Source: an optimization exercise on an open RTL-to-GDS flow (aim: small area, a short achievable clock period and few clock cycles). Production flows keep margins and buffers that such runs may drop.
Where RTL was checked, it was by simulation tests only, not by an equivalence proof against the original.

Setup of try-umber:
## xxtea_engine
module xxtea_engine (
    input  wire         clk,
    input  wire         rst,       
    input  wire         start,     
    input  wire         decrypt,   
    input  wire [3:0]   nwords,    
    input  wire [127:0] key,       
    input  wire [255:0] din,       
    output wire         ready,
    output reg          done,
    output reg          err,
    output wire [255:0] dout
);
    localparam [31:0] DELTA = 32'h9E3779B9;
    localparam [1:0] S_IDLE = 2'd0, S_PRE1 = 2'd1, S_PRE2 = 2'd2, S_RUN = 2'd3;
    reg [31:0] s [0:7];      
    reg [31:0] k [0:3];      
    reg [31:0] c, y, z;      
    reg [1:0]  st;
    reg        dec;
    reg        d2;           
    reg [2:0]  last;         
    reg [2:0]  p;            
    reg [2:0]  q;            
    reg [5:0]  rleft;        
    reg [31:0] sum;
    reg [2:0]  p_n;          
    reg [31:0] sum_n;
    integer i;
    reg [5:0]  rounds;
    reg [31:0] sum_dec0;
    always @* begin
        case (nwords)
            4'd2:    begin rounds = 6'd32; sum_dec0 = 32'hC6EF3720; end
  ...
Size in the first run: about 3900 cells after synthesis, roughly 570 flip-flops, ~650 I/O pins, roughly 33000 µm² of cells after synthesis.
Settings: LEC_CHECK=0, ABC_AREA=1, CAP_MARGIN=20, CORE_MARGIN=2, CORE_UTILIZATION=40, CTS_BUF_LIST=sky130_fd_sc_hd__clkbuf_4 sky130_fd_sc_hd__clkbuf_8, PLACE_DENSITY=0.6, SLEW_MARGIN=20; clock period 11.0 ns.
standard.sh (not shown) runs the stock make flow with config.mk's settings and CLKGATE_MAP_FILE= SYNTH_SCRIPT=/design/flow/synth_recipe.tcl, a recipe that flattens the netlist after the stock synthesis.
==> flow/flow/run.sh <==
#!/bin/bash
# The standard layout, with buf_1 port buffers and a larger setup repair margin.
set -euo pipefail
export BUFFER_PORTS_ARGS="-buffer_cell sky130_fd_sc_hd__buf_1"
export SETUP_SLACK_MARGIN=6.0
bash standard.sh > standard.log 2>&1
Testbench counts of try-umber, summed over its fixed seeds: cycles 263,646.
[inputs] try-pepper vs try-umber
- CTS_BUF_LIST removed (was sky130_fd_sc_hd__clkbuf_4 sky130_fd_sc_hd__clkbuf_8)
## What came out
try-umber → try-pepper: final worst setup slack higher; synthesized cell count about even; total number of cells along the worst setup path increased 5; multi-input logic portion of the cell area stayed essentially flat.
--- input diff try-pepper..try-onyx ---
==> flow/flow/run.sh <==
#!/bin/bash
# The standard layout, with buf_1 port buffers and a larger setup repair margin.
set -euo pipefail
export BUFFER_PORTS_ARGS="-buffer_cell sky130_fd_sc_hd__buf_1"
export SETUP_SLACK_MARGIN=5.0
bash standard.sh > standard.log 2>&1
## What came out
Diff try-pepper -> try-onyx | area used by multi-input combinational logic | down by a few percent. Looking at routed wire length on met3 across try-pepper and try-onyx, the one that comes out lower is try-onyx. Going from try-pepper to try-onyx, critical path arrival up 810 ps; final worst-path setup slack down 810 ps; clock-buffer cell count flat; final critical-path required period up 810 ps; gate count after technology mapping flat. When try-onyx is measured against try-pepper, its critical path depth turns out about 4% lower. Endpoint of the worst setup timing path: z[26]$_DFF_P_ -> try-onyx, y[26]$_DFF_P_ -> try-pepper.

========
xxtea_engine, a different RTL version from the one above (not shown whole).
For scale: roughly 3800 cells after synthesis, ~570 flip-flops, about 33000 um2 of cells after synthesis.
## xxtea_engine
module xxtea_engine (
    input  wire         clk,
    input  wire         rst,       
    input  wire         start,     
    input  wire         decrypt,   
    input  wire [3:0]   nwords,    
    input  wire [127:0] key,       
    input  wire [255:0] din,       
    output wire         ready,
    output reg          done,
    output reg          err,
    output wire [255:0] dout
);
clock: 11.0 ns
lec_check: 0
abc_area: 1
cap_margin: 20
core_margin: 2
core_utilization: 40
place_density: 0.6
slew_margin: 20
==> flow/flow/run.sh <==
#!/bin/bash
# The standard layout, with buf_1 port buffers and a larger setup repair margin.
set -euo pipefail
export BUFFER_PORTS_ARGS="-buffer_cell sky130_fd_sc_hd__buf_1"
export SETUP_SLACK_MARGIN=7.0
bash standard.sh > standard.log 2>&1
Next try:
==> flow/flow/run.sh (replaced) <==
#!/bin/bash
# The standard layout, with buf_1 port buffers and a larger setup repair margin.
set -euo pipefail
export BUFFER_PORTS_ARGS="-buffer_cell sky130_fd_sc_hd__buf_1"
export SETUP_SLACK_MARGIN=6.0
bash standard.sh > standard.log 2>&1
Result:
- fmax fell by about 6%
- design area fell by about 9%
- synthesized area stays the same
No functional check of the RTL was part of any run of this note.

========
Another version of the RTL of xxtea_engine (not shown whole).
Size in the first run: about 4200 cells after synthesis, roughly 34000 µm² of cells after synthesis.
export LEC_CHECK = 0
export ABC_AREA = 1
export CAP_MARGIN = 20
export CORE_MARGIN = 2
export CORE_UTILIZATION = 40
export CTS_CLUSTER_DIAMETER = 60
export CTS_CLUSTER_SIZE = 26
export PLACE_DENSITY = 0.6
export SLEW_MARGIN = 20
create_clock -name core_clock -period 11.0 [get_ports {clk}]
==> flow/flow/run.sh <==
#!/bin/bash
# The standard layout, with buf_1 port buffers and a larger setup repair margin.
set -euo pipefail
export BUFFER_PORTS_ARGS="-buffer_cell sky130_fd_sc_hd__buf_1"
export SETUP_SLACK_MARGIN=7.0
bash standard.sh > standard.log 2>&1
Testbench counts at the start, summed over its fixed seeds: cycles 266,846.
Edit:
--- a/flow/flow/run.sh
+++ b/flow/flow/run.sh
@@ -4,3 +4,3 @@
 export BUFFER_PORTS_ARGS="-buffer_cell sky130_fd_sc_hd__buf_1"
-export SETUP_SLACK_MARGIN=7.0
+export SETUP_SLACK_MARGIN=7.5
 bash standard.sh > standard.log 2>&1
Settings changed: CTS_CLUSTER_DIAMETER 60 to not set, CTS_CLUSTER_SIZE 26 to not set.
Fmax hardly moves.
Cell area is higher by a few percent.
Hold slack got worse by 4.6 ps.
Die area stays the same.
Worst setup slack improved by 9.4 ps.
Critical path depth is higher by 1.
Non-clock buffer count is higher by 97.
Global-route usage hardly moves.
Routed wire length is higher slightly.

========
## run A
xxtea_engine again, from the RTL that the note above started with.
export LEC_CHECK = 0
export ABC_AREA = 1
export CAP_MARGIN = 0
export CORE_MARGIN = 2
export CORE_UTILIZATION = 40
export GPL_ROUTABILITY_DRIVEN = 0
export PLACE_DENSITY = 0.6
export SLEW_MARGIN = 0
create_clock -name core_clock -period 11.0 [get_ports {clk}]
==> flow/flow/run.sh <==
#!/bin/bash
# The standard layout, with buf_1 port buffers and a larger setup repair margin.
set -euo pipefail
export BUFFER_PORTS_ARGS="-buffer_cell sky130_fd_sc_hd__buf_1"
export SETUP_SLACK_MARGIN=7.0
bash standard.sh > standard.log 2>&1
The flow did not stop early for run A: all stages ran, and the layout cleared the timing, design-rule and antenna checks.
Testbench counts of run A, summed over its fixed seeds: cycles 266,846.
## Diff of input files: run B against run A
# run A
export LEC_CHECK = 0
export ABC_AREA = 1
export CAP_MARGIN = 0
export CORE_MARGIN = 2
export CORE_UTILIZATION = 40
export GPL_ROUTABILITY_DRIVEN = 0
export PLACE_DENSITY = 0.6
export SLEW_MARGIN = 0
create_clock -name core_clock -period 11.0 [get_ports {clk}]
# run B
export LEC_CHECK = 0
export ABC_AREA = 1
export CAP_MARGIN = 20
export CORE_MARGIN = 2
export CORE_UTILIZATION = 40
export PLACE_DENSITY = 0.6
export SLEW_MARGIN = 20
create_clock -name core_clock -period 11.0 [get_ports {clk}]
Notes after the runs:
Taking run A as the reference point, the number of fill cells of run B rises by about 1.7%. [run B] sum of net half-perimeters after detailed placement rose about 5% relative to run A. The run showing the greater sequential share of layout area is run A.
> inputs changed (run B -> run C)
# run B
export LEC_CHECK = 0
export ABC_AREA = 1
export CAP_MARGIN = 20
export CORE_MARGIN = 2
export CORE_UTILIZATION = 40
export PLACE_DENSITY = 0.6
export SLEW_MARGIN = 20
create_clock -name core_clock -period 11.0 [get_ports {clk}]
# run C
export LEC_CHECK = 0
export ABC_AREA = 1
export CAP_MARGIN = 0
export CORE_MARGIN = 2
export CORE_UTILIZATION = 40
export PLACE_DENSITY = 0.65
export SLEW_MARGIN = 0
create_clock -name core_clock -period 11.0 [get_ports {clk}]
## What came out
met4 as the top routing layer in use was reported by run C, and met5 by run B. Relative to run B, cell area decreased by 690 um2 in run C. Compared with run B, in run C final HPWL from detailed placement went down about 0.3%; met3 wire length went up 13%; layout buffer count excluding clock buffers went down 1.5%; fraction of the cycle the final worst path needs went up 0.41 points.
Modified inputs, run D compared to run C
# run C
export LEC_CHECK = 0
export ABC_AREA = 1
export CAP_MARGIN = 0
export CORE_MARGIN = 2
export CORE_UTILIZATION = 40
export PLACE_DENSITY = 0.65
export SLEW_MARGIN = 0
create_clock -name core_clock -period 11.0 [get_ports {clk}]
# run D
export LEC_CHECK = 0
export ABC_AREA = 1
export CAP_MARGIN = 20
export CORE_MARGIN = 2
export CORE_UTILIZATION = 40
export PLACE_DENSITY = 0.6
export SLEW_MARGIN = 20
create_clock -name core_clock -period 11.0 [get_ports {clk}]
==> flow/flow/run.sh <==
#!/bin/bash
# The standard layout, with buf_1 port buffers and a larger setup repair margin.
set -euo pipefail
export BUFFER_PORTS_ARGS="-buffer_cell sky130_fd_sc_hd__buf_1"
export SETUP_SLACK_MARGIN=6.5
bash standard.sh > standard.log 2>&1
[summary]
Run D completed; timing, DRC and antenna clean
Side by side, number of clock buffer instances in the layout turned out lower in run D than in run C.
Run D vs run C, sequential portion of the cell area went up by 0.52 points.
Run D against run C: setup slack lower; number of cells in the finished layout apart from fillers roughly the same.
Wire length (run D vs. run C) decreases slightly
The total non-filler cell area in the finished layout of run D is lower than that of run C.
When the final numbers for run D and run C were put side by side, the length in cells of the worst reg-to-reg path turned out to be smaller in run D.
Relative to run C, first-iteration DRC count has decreased by 108 in run D.
Run D reports its highest layer used for signal routing as met5 while run C reports met4.

==> port drivers added, routing unchanged <==
In the flow no input, the clock included, has a driving cell. The finished layouts below were timed again as built, in two steps. Step 1 assumes that a clkbuf_16 drives the clock port and a buf_2 every other input. Step 2 also shifts input and output timing later by t, the mid clock arrival at the registers, as if the neighbouring blocks saw the same clock. Three values: ideal ports, drivers, drivers and shift; two values: the first two.
run	t (ns)	setup slack, ns	worst setup path at the end	latest minus earliest clock arrival (ns)	worst register clock-pin slew, ns
try-umber	0.786	6.071 / 6.065 / 5.565	input to register	0.067 / 0.068	0.07 / 0.07
try-pepper	0.686	6.137 / 6.085 / 5.552	input to register	0.036 / 0.037	0.06 / 0.06
try-onyx	0.690	5.323 / 5.323 / 5.323	register to register	0.037 / 0.037	0.07 / 0.07
the first run of note 2	0.680	6.467 / 6.467 / 6.225	input to register	0.057 / 0.057	0.06 / 0.06
the second run of note 2	0.695	6.158 / 6.158 / 5.558	input to register	0.057 / 0.057	0.07 / 0.07
the first run of note 3	0.714	6.904 / 6.904 / 6.576	input to register	0.052 / 0.051	0.09 / 0.09
the second run of note 3	0.712	6.913 / 6.913 / 6.913	register to register	0.067 / 0.067	0.06 / 0.06
run A	0.692	6.994 / 6.994 / 6.594	input to register	0.045 / 0.046	0.06 / 0.06
run B	0.701	7.003 / 7.003 / 6.552	input to register	0.045 / 0.044	0.07 / 0.07
run C	0.720	6.958 / 6.958 / 6.668	input to register	0.062 / 0.062	0.07 / 0.07
run D	0.701	6.697 / 6.697 / 6.566	input to register	0.050 / 0.050	0.07 / 0.07
After both steps setup and hold are still met in every run listed. The setup slack of the second run of note 2, which loses most, moves by 0.000 ns with the drivers and by -0.600 ns with both steps.
